Source: an optimization exercise on an open RTL-to-GDS flow (aim: small area, a short achievable clock period and few clock cycles). Production flows keep margins and buffers that such runs may drop. The RTL was checked by simulation tests, not by an equivalence proof against the original design. Power is estimated from default activity; no workload was simulated.

`flow/run.sh`:
```
#!/bin/bash
# synth_recipe.tcl (not shown) runs the flow's synth.tcl, then flattens the netlist and writes it again
# the make line also repeats each setting of config.mk as NAME=value (left out here)
make -C /OpenROAD-flow-scripts/flow DESIGN_CONFIG=/design/flow/config.mk WORK_HOME=/design/flow/orfs CLKGATE_MAP_FILE= SYNTH_SCRIPT=/design/flow/synth_recipe.tcl finish
```
`flow/config.mk`:
```
export PLATFORM = sky130hd
export DESIGN_NAME = ev3_framer
export DESIGN_NICKNAME = ev3_framer
export VERILOG_FILES = /design/flow/design.v
export SDC_FILE = /design/flow/constraint.sdc
export NUM_CORES = 4
export LEC_CHECK = 0
export CAP_MARGIN = 20
export CORE_MARGIN = 2
export CORE_UTILIZATION = 40
export SLEW_MARGIN = 20
```
`flow/constraint.sdc`:
```
create_clock -name core_clock -period 8.0 [get_ports {clk}]
set_input_delay 1.6000 -clock core_clock [delete_from_list [all_inputs] [get_ports {clk}]]
set_output_delay 1.6000 -clock core_clock [all_outputs]
set_load 0.01 [all_outputs]
```
`flow/design.v`:
```
module ev3_framer #(
    parameter [31:0] MEM_SIZE   = 32'd4096,
    parameter [7:0]  SYS_BASE   = 8'h00,
    parameter [7:0]  CMD_BASE   = 8'h40,
    parameter [7:0]  INFO_BASE  = 8'h80,
    parameter [7:0]  DATA_BASE  = 8'hC0,
    parameter [2:0]  SUB_TYPE   = 3'd0,
    parameter [2:0]  SUB_MODES  = 3'd1,
    parameter [2:0]  SUB_SPEED  = 3'd2,
    parameter [2:0]  SUB_SELECT = 3'd3,
    parameter [2:0]  SUB_WRITE  = 3'd4
) (
    input  wire        clk,
    input  wire        rst,           
    input  wire        bus_we,
    input  wire [5:0]  bus_addr,
    input  wire [31:0] bus_wdata,
    output reg  [31:0] bus_rdata,     
    output wire        busy,          
    output reg         mem_req,
    output reg         mem_we,
    output reg  [11:0] mem_addr,
    output reg  [7:0]  mem_wdata,
    input  wire [7:0]  mem_rdata,
    input  wire        mem_gnt
);
    localparam [4:0] OP_SYS = 5'h00, OP_TYPE = 5'h01, OP_MODES = 5'h02,
                     OP_SPEED = 5'h03, OP_SELECT = 5'h04, OP_WRITE = 5'h05,
                     OP_NAME = 5'h06, OP_SPAN = 5'h07, OP_SYMBOL = 5'h08,
                     OP_FORMAT = 5'h09, OP_DATA = 5'h0A, OP_CSUM = 5'h0B,
                     OP_LOG2C = 5'h0C, OP_LCODE = 5'h0D, OP_PADSZ = 5'h0E,
                     OP_WPAD = 5'h0F;
    localparam [2:0] C_OK = 3'd0, C_EINVAL = 3'd1, C_EUNDEF = 3'd2,
                     C_EMEM = 3'd3, C_EOP = 3'd4;
    localparam [2:0] ST_IDLE = 3'd0, ST_CHECK = 3'd1, ST_HDR = 3'd2,
                     ST_RD = 3'd3, ST_WR = 3'd4, ST_PAD = 3'd5,
                     ST_CS = 3'd6, ST_DONE = 3'd7;
    reg [31:0] cmd_q;
    reg [2:0]  code_q;
    reg        busy_q;
    reg [31:0] result_q;
    reg [31:0] dest_q, src_q;
    reg [7:0]  len_q;
    reg [31:0] arga_q;
    reg [7:0]  argb_q;
    reg [31:0] word0_q, word1_q;
    reg        flags_q;
    reg [31:0] l_dest, l_src;
    reg [7:0]  l_len;
    reg [31:0] l_arga;
    reg [7:0]  l_a4;
    reg [31:0] l_w0, l_w1;
    reg        l_null;
    assign busy = busy_q;
    wire cmd_wr = bus_we && (bus_addr[5:2] == 4'h0) && !busy_q;
    always @(*) begin
        case (bus_addr[5:2])
            4'h0: bus_rdata = cmd_q;
            4'h1: bus_rdata = {23'd0, busy_q, 5'd0, code_q};
            4'h2: bus_rdata = result_q;
            4'h3: bus_rdata = dest_q;
            4'h4: bus_rdata = src_q;
            4'h5: bus_rdata = {24'd0, len_q};
            4'h6: bus_rdata = arga_q;
            4'h7: bus_rdata = {24'd0, argb_q};
            4'h8: bus_rdata = word0_q;
            4'h9: bus_rdata = word1_q;
            4'hA: bus_rdata = {31'd0, flags_q};
            default: bus_rdata = 32'd0;
        endcase
    end
    function [3:0] clog2_8;
        input [7:0] v;
        begin
            if      (v <= 8'd1)   clog2_8 = 4'd0;
            else if (v <= 8'd2)   clog2_8 = 4'd1;
            else if (v <= 8'd4)   clog2_8 = 4'd2;
            else if (v <= 8'd8)   clog2_8 = 4'd3;
            else if (v <= 8'd16)  clog2_8 = 4'd4;
            else if (v <= 8'd32)  clog2_8 = 4'd5;
            else if (v <= 8'd64)  clog2_8 = 4'd6;
            else if (v <= 8'd128) clog2_8 = 4'd7;
            else                  clog2_8 = 4'd8;
        end
    endfunction
    wire [4:0] op     = cmd_q[4:0];
    wire       op_bad = (cmd_q[31:5] != 27'd0) || cmd_q[4];
    wire [7:0] n      = l_len;
    wire [3:0] lg     = clog2_8(n);
    wire [8:0] pow2   = 9'd1 << lg;
    wire [8:0] padn   = pow2 - {1'b0, n};      
    wire [7:0] lc     = {1'b0, lg, 3'b000};    
    wire [2:0] a0m = l_arga[2:0];
    reg [3:0] hdr_len;
    always @(*) begin
        case (op)
            OP_SYS:    hdr_len = 4'd1;
            OP_TYPE:   hdr_len = 4'd2;
            OP_MODES:  hdr_len = 4'd3;
            OP_SPEED:  hdr_len = 4'd5;
            OP_SELECT: hdr_len = 4'd2;
            OP_WRITE:  hdr_len = 4'd1;
            OP_NAME:   hdr_len = 4'd2;
            OP_SPAN:   hdr_len = 4'd10;
            OP_SYMBOL: hdr_len = 4'd2;
            OP_FORMAT: hdr_len = 4'd6;
            OP_DATA:   hdr_len = 4'd1;
            default:   hdr_len = 4'd0;
        endcase
    end
    reg        chk_inval, chk_undef;
    reg [8:0]  nw;           
    reg [8:0]  nr;           
    reg [8:0]  npay, npad;
    reg        has_cs;
    reg [31:0] prim_val;     
    always @(*) begin
        chk_inval = 1'b0;
        chk_undef = 1'b0;
        nw        = 9'd0;
        nr        = 9'd0;
        npay      = 9'd0;
        npad      = 9'd0;
        has_cs    = 1'b1;
        prim_val  = 32'd0;
        case (op)
            OP_SYS:    begin nw = 9'd1; has_cs = 1'b0; end
            OP_TYPE:   nw = 9'd3;
            OP_MODES:  nw = 9'd4;
            OP_SPEED:  nw = 9'd6;
            OP_SELECT: nw = 9'd3;
            OP_WRITE: begin
                chk_inval = (n < 8'd1) || (n > 8'd24);
                chk_undef = l_null;
                nw   = 9'd2 + pow2;
                nr   = {1'b0, n};
                npay = {1'b0, n};
                npad = padn;
            end
            OP_NAME: begin
                chk_inval = (n < 8'd1) || (n > 8'd32) || l_null;
                nw   = 9'd3 + pow2;
                nr   = {1'b0, n};
                npay = {1'b0, n};
                npad = padn;
            end
            OP_SPAN:   nw = 9'd11;
            OP_SYMBOL: begin
                chk_inval = (n < 8'd1) || (n > 8'd8) || l_null;
                nw   = 9'd11;
                nr   = {1'b0, n};
                npay = {1'b0, n};
                npad = 9'd8 - {1'b0, n};
            end
            OP_FORMAT: nw = 9'd7;
            OP_DATA: begin
                chk_inval = (n < 8'd1) || (n > 8'd32);
                chk_undef = l_null;
                nw   = 9'd2 + pow2;
                nr   = {1'b0, n};
                npay = {1'b0, n};
                npad = padn;
            end
            OP_CSUM: begin
                chk_undef = l_null && (n != 8'd0);
                nr     = {1'b0, n};
                npay   = {1'b0, n};
                has_cs = 1'b0;
            end
            OP_LOG2C: begin
                chk_undef = (n == 8'd0);
                has_cs    = 1'b0;
                prim_val  = {28'd0, lg};
            end
            OP_LCODE: begin
                chk_undef = (n == 8'd0);
                has_cs    = 1'b0;
                prim_val  = {24'd0, lc};
            end
            OP_PADSZ: begin
                chk_undef = (n == 8'd0);
                has_cs    = 1'b0;
                prim_val  = {23'd0, padn};
            end
            OP_WPAD: begin
                chk_undef = (n == 8'd0);
                has_cs    = 1'b0;
                nw        = padn;
                npad      = padn;
                prim_val  = {23'd0, padn};
            end
            default: has_cs = 1'b0;
        endcase
    end
    wire [33:0] dest_end = {2'b00, l_dest} + {25'd0, nw};
    wire [33:0] src_end  = {2'b00, l_src}  + {25'd0, nr};
    wire mem_dest_bad = (nw != 9'd0) && (dest_end > {2'b00, MEM_SIZE});
    wire mem_src_bad  = (nr != 9'd0) && (src_end  > {2'b00, MEM_SIZE});
    wire mem_overlap  = (nw != 9'd0) && (nr != 9'd0) &&
                        ({2'b00, l_src} < dest_end) && ({2'b00, l_dest} < src_end);
    wire chk_mem = mem_dest_bad || mem_src_bad || mem_overlap;
    reg [2:0]  state;
    reg [7:0]  cur;         
    reg [7:0]  idx;         
    reg [7:0]  cnt;         
    reg [7:0]  acc;         
    reg [7:0]  data_q;      
    reg [3:0]  e_hdr;
    reg [7:0]  e_pay, e_pad;
    reg        e_cs;
    reg [2:0]  fin_code;
    reg [31:0] fin_val;
    reg [7:0] hdr_byte;
    always @(*) begin
        hdr_byte = 8'h00;
        case (op)
            OP_SYS:    hdr_byte = SYS_BASE | {5'd0, a0m};
            OP_TYPE:   hdr_byte = (cnt == 8'd0) ? (CMD_BASE | {5'd0, SUB_TYPE}) : l_arga[7:0];
            OP_MODES: begin
                case (cnt)
                    8'd0:    hdr_byte = CMD_BASE | {5'd0, SUB_MODES} | 8'h08;
                    8'd1:    hdr_byte = {5'd0, a0m};
                    default: hdr_byte = {5'd0, l_arga[10:8]};
                endcase
            end
            OP_SPEED: begin
                case (cnt)
                    8'd0:    hdr_byte = CMD_BASE | {5'd0, SUB_SPEED} | 8'h10;
                    8'd1:    hdr_byte = l_w0[7:0];
                    8'd2:    hdr_byte = l_w0[15:8];
                    8'd3:    hdr_byte = l_w0[23:16];
                    default: hdr_byte = l_w0[31:24];
                endcase
            end
            OP_SELECT: hdr_byte = (cnt == 8'd0) ? (CMD_BASE | {5'd0, SUB_SELECT}) : {5'd0, a0m};
            OP_WRITE:  hdr_byte = CMD_BASE | {5'd0, SUB_WRITE} | lc;
            OP_NAME:   hdr_byte = (cnt == 8'd0) ? (INFO_BASE | {5'd0, a0m} | lc) : 8'h00;
            OP_SPAN: begin
                case (cnt)
                    8'd0:    hdr_byte = INFO_BASE | {5'd0, a0m} | 8'h18;
                    8'd1:    hdr_byte = l_arga[15:8];
                    8'd2:    hdr_byte = l_w0[7:0];
                    8'd3:    hdr_byte = l_w0[15:8];
                    8'd4:    hdr_byte = l_w0[23:16];
                    8'd5:    hdr_byte = l_w0[31:24];
                    8'd6:    hdr_byte = l_w1[7:0];
                    8'd7:    hdr_byte = l_w1[15:8];
                    8'd8:    hdr_byte = l_w1[23:16];
                    default: hdr_byte = l_w1[31:24];
                endcase
            end
            OP_SYMBOL: hdr_byte = (cnt == 8'd0) ? (INFO_BASE | {5'd0, a0m} | 8'h18) : 8'h04;
            OP_FORMAT: begin
                case (cnt)
                    8'd0:    hdr_byte = INFO_BASE | {5'd0, a0m} | 8'h10;
                    8'd1:    hdr_byte = 8'h80;
                    8'd2:    hdr_byte = {2'd0, l_arga[13:8]};
                    8'd3:    hdr_byte = {6'd0, l_arga[17:16]};
                    8'd4:    hdr_byte = {4'd0, l_arga[27:24]};
                    default: hdr_byte = {4'd0, l_a4[3:0]};
                endcase
            end
            OP_DATA:   hdr_byte = DATA_BASE | {5'd0, a0m} | lc;
            default:   hdr_byte = 8'h00;
        endcase
    end
    wire [31:0] wr_addr = l_dest + {24'd0, cur};
    wire [31:0] rd_addr = l_src  + {24'd0, idx};
    always @(*) begin
        mem_req   = 1'b0;
        mem_we    = 1'b0;
        mem_addr  = wr_addr[11:0];
        mem_wdata = 8'h00;
        case (state)
            ST_HDR: begin mem_req = 1'b1; mem_we = 1'b1; mem_wdata = hdr_byte; end
            ST_RD:  begin mem_req = 1'b1; mem_addr = rd_addr[11:0]; end
            ST_WR:  begin mem_req = 1'b1; mem_we = 1'b1; mem_wdata = data_q; end
            ST_PAD: begin mem_req = 1'b1; mem_we = 1'b1; mem_wdata = 8'h00; end
            ST_CS:  begin mem_req = 1'b1; mem_we = 1'b1; mem_wdata = acc; end
            default: ;
        endcase
    end
    wire is_csum = (op == OP_CSUM);
    wire [2:0] after_pay = (e_pad != 8'd0) ? ST_PAD : (e_cs ? ST_CS : ST_DONE);
    always @(posedge clk) begin
        if (rst) begin
            cmd_q    <= 32'd0;
            code_q   <= C_OK;
            busy_q   <= 1'b0;
            result_q <= 32'd0;
            dest_q   <= 32'd0;
            src_q    <= 32'd0;
            len_q    <= 8'd0;
            arga_q   <= 32'd0;
            argb_q   <= 8'd0;
            word0_q  <= 32'd0;
            word1_q  <= 32'd0;
            flags_q  <= 1'b0;
            l_dest   <= 32'd0;
            l_src    <= 32'd0;
            l_len    <= 8'd0;
            l_arga   <= 32'd0;
            l_a4     <= 8'd0;
            l_w0     <= 32'd0;
            l_w1     <= 32'd0;
            l_null   <= 1'b0;
            state    <= ST_IDLE;
        end else begin
            if (bus_we) begin
                case (bus_addr[5:2])
                    4'h3: dest_q  <= bus_wdata;
                    4'h4: src_q   <= bus_wdata;
                    4'h5: len_q   <= bus_wdata[7:0];
                    4'h6: arga_q  <= bus_wdata;
                    4'h7: argb_q  <= bus_wdata[7:0];
                    4'h8: word0_q <= bus_wdata;
                    4'h9: word1_q <= bus_wdata;
                    4'hA: flags_q <= bus_wdata[0];
                    default: ;
                endcase
            end
            case (state)
                ST_IDLE: begin
                    if (cmd_wr) begin
                        cmd_q  <= bus_wdata;
                        busy_q <= 1'b1;
                        l_dest <= dest_q;
                        l_src  <= src_q;
                        l_len  <= len_q;
                        l_arga <= arga_q;
                        l_a4   <= argb_q;
                        l_w0   <= word0_q;
                        l_w1   <= word1_q;
                        l_null <= flags_q;
                        state  <= ST_CHECK;
                    end
                end
                ST_CHECK: begin
                    cur   <= 8'd0;
                    idx   <= 8'd0;
                    cnt   <= 8'd0;
                    acc   <= 8'hFF;
                    e_hdr <= hdr_len;
                    e_pay <= npay[7:0];
                    e_pad <= npad[7:0];
                    e_cs  <= has_cs;
                    if (op_bad) begin
                        fin_code <= C_EOP;
                        state    <= ST_DONE;
                    end else if (chk_inval) begin
                        fin_code <= C_EINVAL;
                        state    <= ST_DONE;
                    end else if (chk_undef) begin
                        fin_code <= C_EUNDEF;
                        state    <= ST_DONE;
                    end else if (chk_mem) begin
                        fin_code <= C_EMEM;
                        state    <= ST_DONE;
                    end else begin
                        fin_code <= C_OK;
                        case (op)
                            OP_LOG2C, OP_LCODE, OP_PADSZ: begin
                                fin_val <= prim_val;
                                state   <= ST_DONE;
                            end
                            OP_CSUM: begin
                                fin_val <= 32'd0;    
                                state   <= (n != 8'd0) ? ST_RD : ST_DONE;
                            end
                            OP_WPAD: begin
                                fin_val <= prim_val;
                                state   <= (npad != 9'd0) ? ST_PAD : ST_DONE;
                            end
                            default: begin
                                fin_val <= {23'd0, nw};
                                state   <= ST_HDR;
                            end
                        endcase
                    end
                end
                ST_HDR: begin
                    if (mem_gnt) begin
                        acc <= acc ^ hdr_byte;
                        cur <= cur + 8'd1;
                        if (cnt == {4'd0, e_hdr} - 8'd1) begin
                            cnt <= 8'd0;
                            if (e_pay != 8'd0) state <= ST_RD;
                            else               state <= after_pay;
                        end else begin
                            cnt <= cnt + 8'd1;
                        end
                    end
                end
                ST_RD: begin
                    if (mem_gnt) begin
                        idx <= idx + 8'd1;
                        if (is_csum) begin
                            acc <= acc ^ mem_rdata;
                            if (idx == e_pay - 8'd1) state <= ST_DONE;
                        end else begin
                            data_q <= mem_rdata;
                            state  <= ST_WR;
                        end
                    end
                end
                ST_WR: begin
                    if (mem_gnt) begin
                        acc <= acc ^ data_q;
                        cur <= cur + 8'd1;
                        if (idx == e_pay) state <= after_pay;
                        else              state <= ST_RD;
                    end
                end
                ST_PAD: begin
                    if (mem_gnt) begin
                        cur <= cur + 8'd1;
                        if (cnt == e_pad - 8'd1) begin
                            cnt   <= 8'd0;
                            state <= e_cs ? ST_CS : ST_DONE;
                        end else begin
                            cnt <= cnt + 8'd1;
                        end
                    end
                end
                ST_CS: begin
                    if (mem_gnt) state <= ST_DONE;
                end
                ST_DONE: begin
                    code_q <= fin_code;
                    if (fin_code != C_OK) result_q <= 32'hFFFF_FFFF;
                    else if (is_csum)     result_q <= {24'd0, acc};
                    else                  result_q <= fin_val;
                    busy_q <= 1'b0;
                    state  <= ST_IDLE;
                end
                default: state <= ST_IDLE;
            endcase
        end
    end
endmodule
```
==> impl_metrics.prom <==
# TYPE chip_impl_metric gauge
chip_impl_metric{name="wire_length_of_the_first_global_routing_pass",unit="mm"} 148
chip_impl_info{name="critical_path.slowest_cell",value="sky130_fd_sc_hd__or4_1"} 1
chip_impl_metric{name="critPathArrivalTime",unit="ns"} 7.93
chip_impl_metric{name="grt_start_max_net_pins",unit=""} 222
chip_impl_metric{name="ys_seq_area_frac",unit=""} 0.375
chip_impl_metric{name="grt_antenna_before_repair",unit=""} 3
chip_impl_metric{name="grt_usage",unit=""} 0.282
chip_impl_metric{name="routedWlPerCell",unit="um"} 22.8
chip_impl_metric{name="remaining_drc_errors",unit=""} 0
chip_impl_info{name="timing_worst_setup_path_type",value="reg -> reg"} 1
chip_impl_metric{name="placement.io_buffers",unit=""} 102
chip_impl_metric{name="drt_wl_total",unit="mm"} 98.9
chip_impl_metric{name="synth_warnings",unit=""} 1
chip_impl_metric{name="fp.dieW",unit="um"} 262
chip_impl_metric{name="post_layout_worst_setup_margin",unit="ns"} 0.364
chip_impl_metric{name="synth-edff-count",unit=""} 73
chip_impl_metric{name="cap_viol_max_count",unit=""} 0
chip_impl_metric{name="worst_skew_pair.late_latency",unit="ns"} 0.62
chip_impl_metric{name="final.period_utilization",unit=""} 0.954
chip_impl_metric{name="detailedRoute.firstIterationViolations",unit=""} 2813
chip_impl_metric{name="fin_crit",unit="ns"} 7.64
chip_impl_metric{name="slew_at_the_pin_with_the_worst_max_slew_slack",unit="ns"} 1.20
chip_impl_metric{name="top_level_ports",unit=""} 105
chip_impl_info{name="worst_path_dominant_cell_family",value="compound AO/OA/AOI/OAI gates"} 1
chip_impl_metric{name="critical_path.max_fanout",unit=""} 9
chip_impl_metric{name="yosys.cell_types.count",unit=""} 92
chip_impl_info{name="crit_path_start",value="l_len[0]$_SDFFE_PP0P_"} 1
chip_impl_info{name="final_common_cell",value="sky130_fd_sc_hd__nand2_1"} 1
chip_impl_metric{name="cts_num_sinks",unit=""} 462
chip_impl_metric{name="antenna_violation_net_count_after_detailed_routing",unit=""} 0
chip_impl_metric{name="crit_buf_inv",unit=""} 4
chip_impl_info{name="critical_path.reg2reg.startpoint",value="l_len[0]$_SDFFE_PP0P_"} 1
chip_impl_metric{name="first_global_vias",unit=""} 23400
chip_impl_info{name="synth_top_cells_by_area",value="sky130_fd_sc_hd__dfxtp_1 (29%), sky130_fd_sc_hd__nand2_1 (13%), sky130_fd_sc_hd__a21oi_1 (9.1%)"} 1
chip_impl_metric{name="cts.clk_slew.worst_paths",unit="ns"} 0.06
chip_impl_metric{name="critPathMaxStageDelay",unit="ns"} 0.56
chip_impl_metric{name="finalNetCount",unit=""} 3600
chip_impl_metric{name="area_share_of_the_leading_cell_type_in_the_synthesized_netlist",unit=""} 0.293
chip_impl_metric{name="cts-buffers-inserted",unit=""} 53
chip_impl_info{name="critical-path-top-cell-by-count",value="sky130_fd_sc_hd__buf_4"} 1
chip_impl_metric{name="postSynthCellCount",unit=""} 3429
chip_impl_metric{name="vias",unit=""} 25600
chip_impl_metric{name="detailed_place.area",unit="sq um"} 28300
chip_impl_info{name="clk_root_buffer_cell",value="sky130_fd_sc_hd__clkbuf_16"} 1
chip_impl_metric{name="std_cell_rows",unit=""} 94
chip_impl_metric{name="cell_area_after_technology_mapping",unit="sq um"} 26600
chip_impl_metric{name="final_cell_area",unit="sq um"} 30500
chip_impl_metric{name="p_leak",unit="uW"} 0.0103
chip_impl_metric{name="irDropWorstVdd",unit="mV"} 0.209
chip_impl_info{name="capturing_element_type_of_the_critical_path",value="flip-flop"} 1
chip_impl_metric{name="timing.final.hold_violations",unit=""} 0
chip_impl_metric{name="htree_num_levels",unit=""} 2
chip_impl_info{name="synth_top_cell_by_area",value="sky130_fd_sc_hd__dfxtp_1"} 1
chip_impl_metric{name="finalSetupViolCount",unit=""} 0
chip_impl_metric{name="post_synth.cell_area_avg",unit="sq um"} 7.76
chip_impl_metric{name="ys_async_sr_fraction",unit=""} 0
chip_impl_metric{name="number_of_diodes_added_for_antenna_fixing",unit=""} 0
chip_impl_metric{name="area.growth.synth_to_final",unit="%"} 14.6
chip_impl_metric{name="dp_slack",unit="ns"} -0.0763
chip_impl_metric{name="die_area",unit="sq um"} 68600
chip_impl_metric{name="total_power_per_unit_cell_area",unit="nW/um^2"} 198
chip_impl_metric{name="hpwl",unit="mm"} 71.3
chip_impl_metric{name="final-max-slew-violation-count",unit=""} 0
chip_impl_metric{name="drt-pass1-iter-count",unit=""} 10
chip_impl_metric{name="synth_fp_nets",unit=""} 3606
chip_impl_metric{name="vias_per_cell",unit=""} 5.92
chip_impl_metric{name="cts_max_path_buffers",unit=""} 3
chip_impl_info{name="layout.cells.most_common_list",value="sky130_fd_sc_hd__nand2_1 (888), sky130_fd_sc_hd__a21oi_1 (484), sky130_fd_sc_hd__dfxtp_1 (389)"} 1
chip_impl_metric{name="postSynthRegisterBits",unit=""} 462
chip_impl_info{name="min-delay-path-class",value="reg -> reg"} 1
chip_impl_metric{name="design.core.area",unit="sq um"} 65700
chip_impl_metric{name="timing.max_slew.rel_slack",unit=""} 0.200
chip_impl_metric{name="timing.critical_path.required",unit="ns"} 8.29
chip_impl_info{name="worstSetupStartpointType",value="flip-flop"} 1
chip_impl_metric{name="global_route.overflow_total",unit=""} 0
chip_impl_metric{name="initial_utilization",unit=""} 0.405
chip_impl_metric{name="die_h",unit="um"} 262
chip_impl_info{name="cts_tree",value="done"} 1
chip_impl_info{name="status",value="timing/DRC/antenna clean"} 1
chip_impl_metric{name="routabilityCongestion",unit=""} 0.988
chip_impl_info{name="worstHoldStart",value="arga_q[19]$_SDFFE_PP0P_"} 1
chip_impl_metric{name="fin_worst_skew",unit="ns"} 0.0415
chip_impl_metric{name="fmaxAchievable",unit="GHz"} 0.131
chip_impl_info{name="dominantRegCellSynth",value="sky130_fd_sc_hd__dfxtp_1"} 1
chip_impl_metric{name="fraction_of_final_layout_cells_with_drive_strength_greater_than_1",unit=""} 0.0750
[power by group]
| part | internal [uW] | switching (uW) | leakage (uW) |
|---|---|---|---|
| sequential | 2470 | 106 | 0.00380 |
| clock | 1580 | 1060 | 0.000927 |
| combinational | 296 | 536 | 0.00556 |
[worst register-to-register path, delay by kind of cell, from the launching register on]
kind                       cells  cell delay [ns]
AOI/OAI and AO/OA             17             2.96
xor gates and xnor gates       1             0.08
adders and majority gates      3             0.90
buffers and inverters          4             0.59
DFF                            1             0.31
and+or+nand+nor               10             2.51
[logic make-up (layout without fill, tap and decap cells)]
kind of cell | after synthesis | after routing | synth area share
xor gates and xnor gates | 149 | 149 | 0.0491
adders and majority gates | 127 | 127 | 0.0612
AOI/OAI and AO/OA | 942 | 942 | 0.225
and+or+nand+nor | 1427 | 1427 | 0.238
DFF | 462 | 462 | 0.375
buffers and inverters | 307 | 343 | 0.0458
muxes | 15 | 15 | 0.00593
[state kept, by name (all words and copies together) (netlist names), 9 cells and up]
register	cells
arga_q	32
cmd_q	32
dest_q	32
l_dest	32
l_src	32
l_w0	32
l_w1	32
src_q	32
word0_q	32
word1_q	32
l_arga	22
result_q	10
fin_val	9
[cells in the mapped netlist (all sizes together), types with 14 or more instances]
master and number:
o21a 16, nand3 86, a222oi 25, a31oi 15, o21ai 70, ha 122, nor4 29, nand2b 29
a21oi 489, a22oi 113, a221oi 18, buf 42, nand4 52, edfxtp 73, nand2 891, xnor2 79
nor2b 26, nor3 53, a22o 16, and3 22, dfxtp 389, and2 14, o211ai 17, inv 57
a21o 23, xor2 70, clkbuf 206, nor2 151, a211oi 25, and4 14
[cell type report]
type / instances / area (sq um)
clock inverter: 28 / 397
fill: 6609 / 35300
clock buffer: 69 / 1490
timing repair buffer: 187 / 1690
inverter: 59 / 221
sequential: 462 / 9980
tap: 864 / 1080
multi-input combinational: 2660 / 15600
[what timing repair did]
item,CTS,global route
setup endpoints to repair,9,14
buffers inserted,0,11
gates resized for setup,2,31
hold buffers,0,0
pin swaps,1,14
[metrics by stage]
step | total power, uW | std cells | hold WS (ns) | utilization | setup TNS (ns)
6_report | 6040 | 4329 | 0.455 | 0.464 | 0
5_1_grt | 6250 | 4329 | 0.471 | 0.464 | -0.00354
4_1_cts | 6060 | 4318 | 0.456 | 0.460 | 0
3_5_place_dp | 3440 | 4221 | 0.447 | 0.431 | -0.685
3_3_place_gp | 3440 | 4221 | 0.442 | 0.431 | -0.135
2_1_floorplan | 3140 | 3429 | 0.432 | - | 0
[per-layer routing]
| layer | global-route usage | up-vias | routed length, um |
|---|---|---|---|
| met4 | 0.123 | 6 | 4610 |
| met1 | 0.379 | 12200 | 41800 |
| met2 | 0.448 | 1066 | 44700 |
| met3 | 0.0459 | 202 | 7730 |
| met5 | 0 | - | 34 |
| li1 | - | 12200 | - |
[path summary, 6_finish.rpt]
kind                            cells past startpoint                 endpoint  slack [ns]
worst min-delay path                                2  arga_q[19]$_SDFFE_PP0P_        0.45
worst max register to register                     35     fin_val[6]$_DFFE_PP_        0.36
worst max-delay path                               35     fin_val[6]$_DFFE_PP_        0.36
worst min register to register                      2  arga_q[19]$_SDFFE_PP0P_        0.45
Testbench counts, summed over its fixed seeds: cycles 104,387.

==> port drivers added, routing unchanged <==
No port has a modelled driver above. Below, the same layout with a new extraction and two added sets of constraints.
Step 1 sets driving cells, clkbuf_16 on the clock port and buf_2 on the other inputs (assumed; they add their load-dependent delay and slew).
Step 2 also shifts input and output timing later by t, the mid clock arrival at the registers, as if the neighbouring blocks saw the same clock.
Slacks: ideal / step 1 / step 2; pairs: ideal / step 1.
t (ns): 0.655
setup slack, ns: 0.364 / 0.364 / 0.364
latest minus earliest clock arrival (ns): 0.041 / 0.042
After both steps setup and hold are still met in this run. For this run, drivers alone change the setup slack by 0.000 ns; drivers and shift together by 0.000 ns.
